What follows belongs to an exercise in optimizing a design on an open flow for small area, a short achievable clock period and few clock cycles; a production flow would make more cautious choices.
The RTL was checked by simulation tests, not by an equivalence proof against the original design.
Power and IR drop assume default switching activity.

<file path="flow/design.v">
module stackmat_core (
    input  wire        clk,
    input  wire        rst,
    input  wire        cmd_valid,
    output wire        cmd_ready,
    input  wire [79:0] cmd,
    output wire        rsp_valid,
    output wire [7:0]  rsp_status,
    output wire        rsp_flag,
    output wire [63:0] rsp_val,
    output wire [7:0]  rsp_len,
    output wire        dat_valid,
    output wire [7:0]  dat_byte,
    output wire        tx_valid,
    output wire [3:0]  tx_len,
    output wire [71:0] tx_data,
    input  wire        tx_ack,
    input  wire        tx_err,
    input  wire [7:0]  tx_n
);
    localparam [7:0] OP_FMT   = 8'h01;
    localparam [7:0] OP_CONV  = 8'h02;
    localparam [7:0] OP_CSUM  = 8'h03;
    localparam [7:0] OP_MARK  = 8'h04;
    localparam [7:0] OP_ENC   = 8'h05;
    localparam [7:0] OP_RST   = 8'h10;
    localparam [7:0] OP_START = 8'h11;
    localparam [7:0] OP_STOP  = 8'h12;
    localparam [7:0] OP_TICK  = 8'h13;
    localparam [7:0] OP_ENCS  = 8'h14;
    localparam [7:0] OP_SEND  = 8'h20;
    localparam [7:0] OP_RXB   = 8'h21;
    localparam [7:0] OP_RXE   = 8'h22;
    localparam [7:0] OP_RD    = 8'h30;
    localparam [1:0] ST_UNKNOWN = 2'd0;
    localparam [1:0] ST_RESET   = 2'd1;
    localparam [1:0] ST_RUNNING = 2'd2;
    localparam [1:0] ST_STOPPED = 2'd3;
    localparam [7:0] STATUS_OK      = 8'd0;
    localparam [7:0] STATUS_TXERR   = 8'd1;
    localparam [7:0] STATUS_RXERR   = 8'd2;
    localparam [7:0] STATUS_ILLEGAL = 8'd3;
    localparam [71:0] IDLE_PKT = {8'h0D, 8'h40, 8'h30, 8'h30, 8'h30,
                                  8'h30, 8'h30, 8'h30, 8'h49};
    localparam [3:0] S_IDLE   = 4'd0;    
    localparam [3:0] S_EXEC   = 4'd1;    
    localparam [3:0] S_DIV    = 4'd2;    
    localparam [3:0] S_DIVEND = 4'd3;    
    localparam [3:0] S_STREAM = 4'd4;    
    localparam [3:0] S_RSP    = 4'd5;    
    localparam [3:0] S_SEND   = 4'd6;    
    localparam [1:0] J_CONV = 2'd0;      
    localparam [1:0] J_STOP = 2'd1;      
    localparam [1:0] J_TICK = 2'd2;      
    localparam [1:0] J_FMT  = 2'd3;      
    localparam [1:0] SRC_PKT = 2'd0;
    localparam [1:0] SRC_CAP = 2'd1;
    localparam [1:0] SRC_FMT = 2'd2;
    function [7:0] marker;
        input [1:0] st;
        begin
            case (st)
                ST_UNKNOWN: marker = 8'h00;
                ST_RESET:   marker = 8'h49;
                ST_RUNNING: marker = 8'h20;
                default:    marker = 8'h53;
            endcase
        end
    endfunction
    function [71:0] encode;
        input [1:0]  st;
        input [7:0]  m;
        input [7:0]  s;
        input [15:0] ms;
        reg   [3:0]  d1, d2, d3, d4, d5, d6;
        reg   [7:0]  sum;
        begin
            d1 = m % 10;
            d2 = (s / 10) % 10;
            d3 = s % 10;
            d4 = (ms / 100) % 10;
            d5 = (ms / 10) % 10;
            d6 = ms % 10;
            sum = 8'd64 + d1 + d2 + d3 + d4 + d5 + d6;
            encode = {8'h0D, sum,
                      4'h3, d6, 4'h3, d5, 4'h3, d4,
                      4'h3, d3, 4'h3, d2, 4'h3, d1,
                      marker(st)};
        end
    endfunction
    reg [1:0]  state_q;
    reg [63:0] start_time_q;
    reg [7:0]  min_q;
    reg [7:0]  sec_q;
    reg [15:0] ms_q;
    reg [71:0] pkt_q;
    reg [3:0]  txoff_q;
    reg [63:0] cap_q;
    reg [3:0]  caplen_q;
    reg [3:0]  ctl_q;
    reg [79:0] cw_q;
    reg [7:0]  r_status;
    reg        r_flag;
    reg [63:0] r_val;
    reg [7:0]  r_len;
    reg [1:0]  src_q;        
    reg [7:0]  idx_q;        
    reg [1:0]  job_q;        
    reg        pass_q;       
    reg [63:0] div_q;        
    reg [15:0] div_r;        
    reg [15:0] div_d;        
    reg [6:0]  div_cnt;      
    reg [7:0]  conv_min;     
    reg [4:0]  dig_cnt;      
    reg [4:0]  dig_need;     
    reg [79:0] digits;       
    wire [7:0]  op = cw_q[79:72];
    wire [7:0]  b  = cw_q[71:64];
    wire [63:0] a  = cw_q[63:0];
    reg legal;
    always @(*) begin
        case (op)
            OP_FMT:   legal = 1'b1;
            OP_CONV,
            OP_START,
            OP_STOP,
            OP_TICK:  legal = (b == 8'd0);
            OP_CSUM:  legal = (b == 8'd0) && (a[63:48] == 16'd0);
            OP_MARK:  legal = (b[7:2] == 6'd0) && (a == 64'd0);
            OP_ENC:   legal = (b[7:2] == 6'd0) && (a[63:32] == 32'd0);
            OP_RST,
            OP_ENCS,
            OP_SEND:  legal = (b == 8'd0) && (a == 64'd0);
            OP_RXB,
            OP_RXE:   legal = (a == 64'd0);
            OP_RD:    legal = (b[7:3] == 5'd0) && (a == 64'd0) && (b[2:0] != 3'd7);
            default:  legal = 1'b0;
        endcase
    end
    wire [63:0] elapsed = a - start_time_q;
    wire [7:0] csum = 8'd64 + (a[47:40] - 8'h30) + (a[39:32] - 8'h30)
                            + (a[31:24] - 8'h30) + (a[23:16] - 8'h30)
                            + (a[15:8]  - 8'h30) + (a[7:0]   - 8'h30);
    wire [4:0] fmt_need = (b > 8'd20) ? 5'd20 : b[4:0];
    wire [16:0] div_shift = {div_r, div_q[63]};
    wire        div_ge    = (div_shift >= {1'b0, div_d});
    wire [16:0] div_sub   = div_shift - {1'b0, div_d};
    wire [15:0] div_rnext = div_ge ? div_sub[15:0] : div_shift[15:0];
    wire [7:0] fmt_pos = r_len - 8'd1 - idx_q;
    wire [3:0] fmt_dig = digits[fmt_pos[4:0]*4 +: 4];
    reg [7:0] stream_byte;
    always @(*) begin
        case (src_q)
            SRC_PKT: stream_byte = pkt_q[idx_q[3:0]*8 +: 8];
            SRC_CAP: stream_byte = cap_q[idx_q[2:0]*8 +: 8];
            default: stream_byte = (fmt_pos < 8'd20) ? {4'h3, fmt_dig} : 8'h30;
        endcase
    end
    assign cmd_ready  = (ctl_q == S_IDLE);
    assign rsp_valid  = (ctl_q == S_RSP);
    assign rsp_status = r_status;
    assign rsp_flag   = r_flag;
    assign rsp_val    = r_val;
    assign rsp_len    = r_len;
    assign dat_valid  = (ctl_q == S_STREAM);
    assign dat_byte   = stream_byte;
    assign tx_valid   = (ctl_q == S_SEND);
    assign tx_len     = 4'd9 - txoff_q;
    assign tx_data    = pkt_q >> {txoff_q, 3'b000};
    wire [3:0] tx_left = 4'd9 - txoff_q;
    wire [3:0] tx_step = (tx_n > {4'd0, tx_left}) ? tx_left : tx_n[3:0];
    task start_div;
        input [63:0] dividend;
        input [15:0] divisor;
        begin
            div_q   <= dividend;
            div_r   <= 16'd0;
            div_d   <= divisor;
            div_cnt <= 7'd64;
            ctl_q   <= S_DIV;
        end
    endtask
    task respond;
        input [7:0]  status;
        input        flag;
        input [63:0] val;
        begin
            r_status <= status;
            r_flag   <= flag;
            r_val    <= val;
            r_len    <= 8'd0;
            ctl_q    <= S_RSP;
        end
    endtask
    task stream;
        input [1:0] src;
        input [7:0] len;
        input       flag;
        begin
            r_status <= STATUS_OK;
            r_flag   <= flag;
            r_val    <= 64'd0;
            r_len    <= len;
            src_q    <= src;
            idx_q    <= 8'd0;
            ctl_q    <= (len == 8'd0) ? S_RSP : S_STREAM;
        end
    endtask
    always @(posedge clk) begin
        if (rst) begin
            ctl_q        <= S_IDLE;
            state_q      <= ST_RESET;
            start_time_q <= 64'd0;
            min_q        <= 8'd0;
            sec_q        <= 8'd0;
            ms_q         <= 16'd0;
            pkt_q        <= IDLE_PKT;
            txoff_q      <= 4'd0;
            caplen_q     <= 4'd0;
        end else begin
            case (ctl_q)
                S_IDLE: begin
                    if (cmd_valid) begin
                        cw_q  <= cmd;
                        ctl_q <= S_EXEC;
                    end
                end
                S_EXEC: begin
                    if (!legal) begin
                        respond(STATUS_ILLEGAL, 1'b0, 64'd0);
                    end else begin
                        case (op)
                            OP_FMT: begin
                                job_q    <= J_FMT;
                                dig_cnt  <= 5'd0;
                                dig_need <= fmt_need;
                                if (fmt_need == 5'd0)
                                    stream(SRC_FMT, b, 1'b0);
                                else
                                    start_div(a, 16'd10);
                            end
                            OP_CONV: begin
                                job_q  <= J_CONV;
                                pass_q <= 1'b0;
                                start_div(a, 16'd60000);
                            end
                            OP_CSUM: respond(STATUS_OK, 1'b0, {56'd0, csum});
                            OP_MARK: respond(STATUS_OK, 1'b0, {56'd0, marker(b[1:0])});
                            OP_ENC: begin
                                pkt_q <= encode(b[1:0], a[31:24], a[23:16], a[15:0]);
                                stream(SRC_PKT, 8'd9, 1'b0);
                            end
                            OP_RST: begin
                                state_q <= ST_RESET;
                                min_q   <= 8'd0;
                                sec_q   <= 8'd0;
                                ms_q    <= 16'd0;
                                respond(STATUS_OK, 1'b1, 64'd0);
                            end
                            OP_START: begin
                                if (state_q == ST_RESET) begin
                                    start_time_q <= a;
                                    state_q      <= ST_RUNNING;
                                    respond(STATUS_OK, 1'b1, 64'd0);
                                end else begin
                                    respond(STATUS_OK, 1'b0, 64'd0);
                                end
                            end
                            OP_STOP: begin
                                if (state_q == ST_RUNNING) begin
                                    job_q  <= J_STOP;
                                    pass_q <= 1'b0;
                                    start_div(elapsed, 16'd60000);
                                end else begin
                                    respond(STATUS_OK, 1'b0, 64'd0);
                                end
                            end
                            OP_TICK: begin
                                job_q  <= J_TICK;
                                pass_q <= 1'b0;
                                start_div(elapsed, 16'd60000);
                            end
                            OP_ENCS: begin
                                pkt_q <= encode(state_q, min_q, sec_q, ms_q);
                                stream(SRC_PKT, 8'd9, 1'b0);
                            end
                            OP_SEND: begin
                                txoff_q <= 4'd0;
                                ctl_q   <= S_SEND;
                            end
                            OP_RXB: begin
                                if (b == 8'h00 || b == 8'h0D || caplen_q == 4'd8) begin
                                    caplen_q <= 4'd0;
                                    stream(SRC_CAP, {4'd0, caplen_q}, 1'b1);
                                end else begin
                                    cap_q[caplen_q[2:0]*8 +: 8] <= b;
                                    caplen_q <= caplen_q + 4'd1;
                                    respond(STATUS_OK, 1'b0, 64'd0);
                                end
                            end
                            OP_RXE: respond(STATUS_RXERR, 1'b0, {56'd0, b});
                            default: begin   
                                case (b[2:0])
                                    3'd0: respond(STATUS_OK, 1'b0, {62'd0, state_q});
                                    3'd1: respond(STATUS_OK, 1'b0, start_time_q);
                                    3'd2: respond(STATUS_OK, 1'b0,
                                                  {32'd0, min_q, sec_q, ms_q});
                                    3'd3: stream(SRC_PKT, 8'd9, 1'b0);
                                    3'd4: respond(STATUS_OK, 1'b0, {60'd0, txoff_q});
                                    3'd5: respond(STATUS_OK, 1'b0, {60'd0, caplen_q});
                                    default: stream(SRC_CAP, {4'd0, caplen_q}, 1'b0);
                                endcase
                            end
                        endcase
                    end
                end
                S_DIV: begin
                    div_q   <= {div_q[62:0], div_ge};
                    div_r   <= div_rnext;
                    div_cnt <= div_cnt - 7'd1;
                    if (div_cnt == 7'd1)
                        ctl_q <= S_DIVEND;
                end
                S_DIVEND: begin
                    if (job_q == J_FMT) begin
                        digits[dig_cnt*4 +: 4] <= div_r[3:0];
                        dig_cnt <= dig_cnt + 5'd1;
                        if (dig_cnt + 5'd1 == dig_need)
                            stream(SRC_FMT, b, 1'b0);
                        else
                            start_div(div_q, 16'd10);
                    end else if (!pass_q) begin
                        conv_min <= div_q[7:0];
                        pass_q   <= 1'b1;
                        start_div({48'd0, div_r}, 16'd1000);
                    end else begin
                        case (job_q)
                            J_CONV: respond(STATUS_OK, 1'b0,
                                            {32'd0, conv_min, div_q[7:0], div_r});
                            J_STOP: begin
                                min_q   <= conv_min;
                                sec_q   <= div_q[7:0];
                                ms_q    <= div_r;
                                state_q <= ST_STOPPED;
                                respond(STATUS_OK, 1'b1, 64'd0);
                            end
                            default: begin   
                                pkt_q <= encode(ST_RUNNING, conv_min, div_q[7:0], div_r);
                                stream(SRC_PKT, 8'd9, 1'b0);
                            end
                        endcase
                    end
                end
                S_STREAM: begin
                    idx_q <= idx_q + 8'd1;
                    if (idx_q + 8'd1 == r_len)
                        ctl_q <= S_RSP;
                end
                S_RSP: begin
                    ctl_q <= S_IDLE;
                end
                S_SEND: begin
                    if (tx_ack) begin
                        if (tx_err) begin
                            respond(STATUS_TXERR, 1'b0, {56'd0, tx_n});
                        end else begin
                            txoff_q <= txoff_q + tx_step;
                            if (txoff_q + tx_step == 4'd9)
                                respond(STATUS_OK, 1'b0, 64'd0);
                        end
                    end
                end
                default: ctl_q <= S_IDLE;
            endcase
        end
    end
endmodule
</file>
<file path="flow/run.sh">
#!/bin/bash
# synth_recipe.tcl (not shown) runs the flow's synth.tcl, then flattens the netlist and writes it again
# the make line also repeats each setting of config.mk as NAME=value (left out here)
make -C /OpenROAD-flow-scripts/flow DESIGN_CONFIG=/design/flow/config.mk WORK_HOME=/design/flow/orfs CLKGATE_MAP_FILE= SYNTH_SCRIPT=/design/flow/synth_recipe.tcl finish
</file>
<file path="flow/config.mk">
export PLATFORM = sky130hd
export DESIGN_NAME = stackmat_core
export DESIGN_NICKNAME = stackmat_core
export VERILOG_FILES = /design/flow/design.v
export SDC_FILE = /design/flow/constraint.sdc
export NUM_CORES = 4
export LEC_CHECK = 0
export CAP_MARGIN = 20
export CORE_MARGIN = 2
export CORE_UTILIZATION = 40
export SLEW_MARGIN = 20
</file>
<file path="flow/constraint.sdc">
create_clock -name core_clock -period 17.0 [get_ports {clk}]
set_input_delay 3.4000 -clock core_clock [delete_from_list [all_inputs] [get_ports {clk}]]
set_output_delay 3.4000 -clock core_clock [all_outputs]
set_load 0.01 [all_outputs]
</file>
==> results.cfg <==
[status]
outcome = timing/DRC/antenna clean

[synth]
synth_area_um2 = 59060
ys.flop_type = edfxtp_1
async_reset_ff_frac = 0
yosys.area.top_type = edfxtp_1
ys_ff_latch = 567
synth_cell_types = 151
syn_area_per_cell_um2 = 7.852
synth_seq_area_share = 0.2637
yosysWarnings = 1
synth_top_area_share = 0.2146
synth_edf_count = 422
synth_area_leaders = edfxtp_1 (21%), nand2_1 (5.7%), a21oi_1 (5.1%), dfxtp_1 (4.9%), o21ai_0 (4.6%)
syn_inst = 7522

[routing]
routed_via_density = 6.181
wl_per_cell_um = 21.60
num_vias = 58780
wl_um = 205400
drtIter0Drc = 5815
ant_nets = 0
drc = 0
dr.pass1.iters = 6

[floorplanning]
die-area_um2 = 150700
die_h_um = 388.3
rows = 141
ios = 262
die_w_um = 388.3
start_util = 0.4014
core_um2 = 147100

[power]
ir_drop_mv = 0.5159
power.density_nw_per_um2 = 164.7
total_power_mw = 10.85
p_leak_nw = 23.48

[final_layout]
utilization = 0.4479
area_growth_pct = 11.58
num-fill-cells = 14560
finalNetCount = 7859
drive_gt1_frac = 0.08801
final_common_cell = nand2_1
layout_common_cells = nand2_1 (893), nor2_1 (680), a21oi_1 (603)

[global_routing]
grtUsageTotal = 0.2611
grt_pass1_wl_um = 317200
grt_pass1_vias = 54420
grt_max_degree = 83
gr-total-overflow = 0
antenna_found_initial = 10

[sta]
relSlewSlack = 0.2494
maxSlewViolCount = 0
hold_violations = 0
setup-violations-final = 0
finalCriticalPeriod_ns = 16.10
finalCritPeriodShare = 0.9470
worstMarginPinSlew_ns = 1.126
whs_ns = 0.4536
skew_ns = 0.03324
clock.fmax_mhz = 62.12

[setup_path]
crit_type = flip-flop to flip-flop
critPathSlowestCell = or4_1
worst_setup_path_start_kind = flip-flop
worstPathArrival_ns = 16.61
cp.required_ns = 17.51
critPathMaxStageDelay_ns = 0.77
cp_max_fo = 12
endpoint_kind = flip-flop

[worst_hold_path]
hold_path.class = flip-flop to flip-flop

[cts]
clock_path_buffers = 3
cts_sinks = 567
cts.clk_slew.worst_paths_ns = 0.07
cts_buffers = 72
insertion_delay_ns = 0.69
cts-root-buf = clkbuf_16
cts_tree = done
htreeDepth = 3

[place]
port_buffers = 250
globalplace.congestion = 0.9392
hpwlAfterDp_um = 151800

[job]
maxCapViolCount = 0
flip-flops by register name (all words and copies together) (netlist names), 3 cells and up:
register / cells
min_q: 8
div_cnt: 7
dig_cnt: 5
div_d: 5
caplen_q: 4
idx_q: 8
r_len: 8
pkt_q: 36
ctl_q: 3
conv_min: 8
dig_need: 5
sec_q: 8
digits: 80
cw_q: 80
txoff_q: 4
r_val: 64
div_q: 64
cap_q: 64
ms_q: 16
start_time_q: 64
div_r: 16
worst paths after layout:
check | startpoint | endpoint | slack [ns] | cells after the start
max | ms_q[1] | pkt_q[63] | 0.90 | 52
min | start_time_q[47] | start_time_q[47] | 0.45 | 2
max reg2reg | ms_q[1] | pkt_q[63] | 0.90 | 52
min reg2reg | start_time_q[47] | start_time_q[47] | 0.45 | 2
layer usage:
layer,share of wire,global-route usage,wire (µm)
met1,0.44,0.3552,89680
met2,0.46,0.4251,94150
met3,0.070,0.03338,14320
met4,0.035,0.09197,7173
met5,0.00032,0,66
layout make-up:
class | instances | area (µm²) | area share
flip-flops and latches | 567 | 15580 | 0.2365
clock inverters | 53 | 669.4 | 0.01016
diodes | 1 | 2.502 | 0.00003797
repair buffers | 410 | 3705 | 0.05622
clock buffers | 81 | 1877 | 0.02848
inverters | 364 | 1366 | 0.02073
multi-input cells | 6104 | 40280 | 0.6113
well taps | 1930 | 2415 | 0.03664
report_power, final:
part,leakage [nW],internal (mW),total (mW),switching [mW]
Clock,1.23,0.954,1.65,0.696
Combinational,17.2,3.06,7.59,4.54
Sequential,5.03,1.54,1.61,0.0631
Total,23.5,5.55,10.9,5.30
stage by stage:
step | worst slack [ns] | std cells | area (µm²) | TNS (ns)
after detailed placement | 0.4293 | 9363 | 63200 | 0
after CTS | 0.3498 | 9497 | 65740 | 0
after global routing | -0.02092 | 9509 | 65900 | -0.03968
after floorplan | 2.943 | 7532 | 59100 | 0
final | 0.9011 | 9510 | 65900 | 0
after global placement | 0.7182 | 9363 | 63190 | 0
repair_timing:
item / CTS / global route
resized for setup: 0 / 13
hold buffers: 0 / 0
setup endpoints to repair: 0 / 6
setup buffers: 0 / 12
logic make-up after synthesis:
logic type / count (synthesis) / share of synthesized area
buffers and inverters: 861 / 0.05796
and+or+nand+nor: 2811 / 0.2280
adders and majority gates: 301 / 0.07148
xor gates and xnor gates: 374 / 0.05585
AOI/OAI and AO/OA: 2359 / 0.2676
muxes: 248 / 0.05532
DFF: 567 / 0.2637
other: 1 / 0.00006350
worst max-delay path: cells and delay by family (launching register included):
family,cells,cell delay [ns]
and+or+nand+nor,18,6.39
xor gates and xnor gates,1,0.14
DFF,1,0.45
buffers and inverters,5,0.65
adders and majority gates,4,1.89
AOI/OAI and AO/OA,22,5.68
muxes,2,0.70
cells in the mapped netlist, drive strengths merged (67+ instances only):
cell and number:
a31oi 98, a21o 68, nand2b 79, a22oi 80
mux2i 110, fa 78, ha 169, clkbuf 384
nor2b 74, nand3 230, buf 113, o22ai 67
nand2 895, dfxtp 145, edfxtp 422, a211oi 124
nor3 286, nor4 88, and3 83, a21oi 616
o21ai 576, inv 347, o211ai 79, xor2 87
mux2 84, and2 93, nor2 692, xnor2 287
Testbench counts, summed over its fixed seeds: cycles 137,807.

[separate check: timing with driven ports]
Ports are ideal in the flow. The routed layout listed here was re-timed in OpenROAD. Step 1, drivers: a clkbuf_16 drives clk and a buf_2 each remaining input, both assumed. Step 2 moves the port delays by t, midway between the first and last clock arrival at a register: inputs arrive t later, outputs are due t later. That takes back most of the time a late clock gives input paths. Slacks: no drivers / after step 1 / after step 2; pairs: no drivers / after step 1.
t, ns: 0.754
setup slack, ns: 0.901 / 0.901 / 0.901
worst register clock-pin slew, ns: 0.07 / 0.07
cell pins on the clock port's net: 1
After both steps setup and hold are still met in this run. The setup slack of this run moves by 0.000 ns with the drivers and by 0.000 ns with both steps.
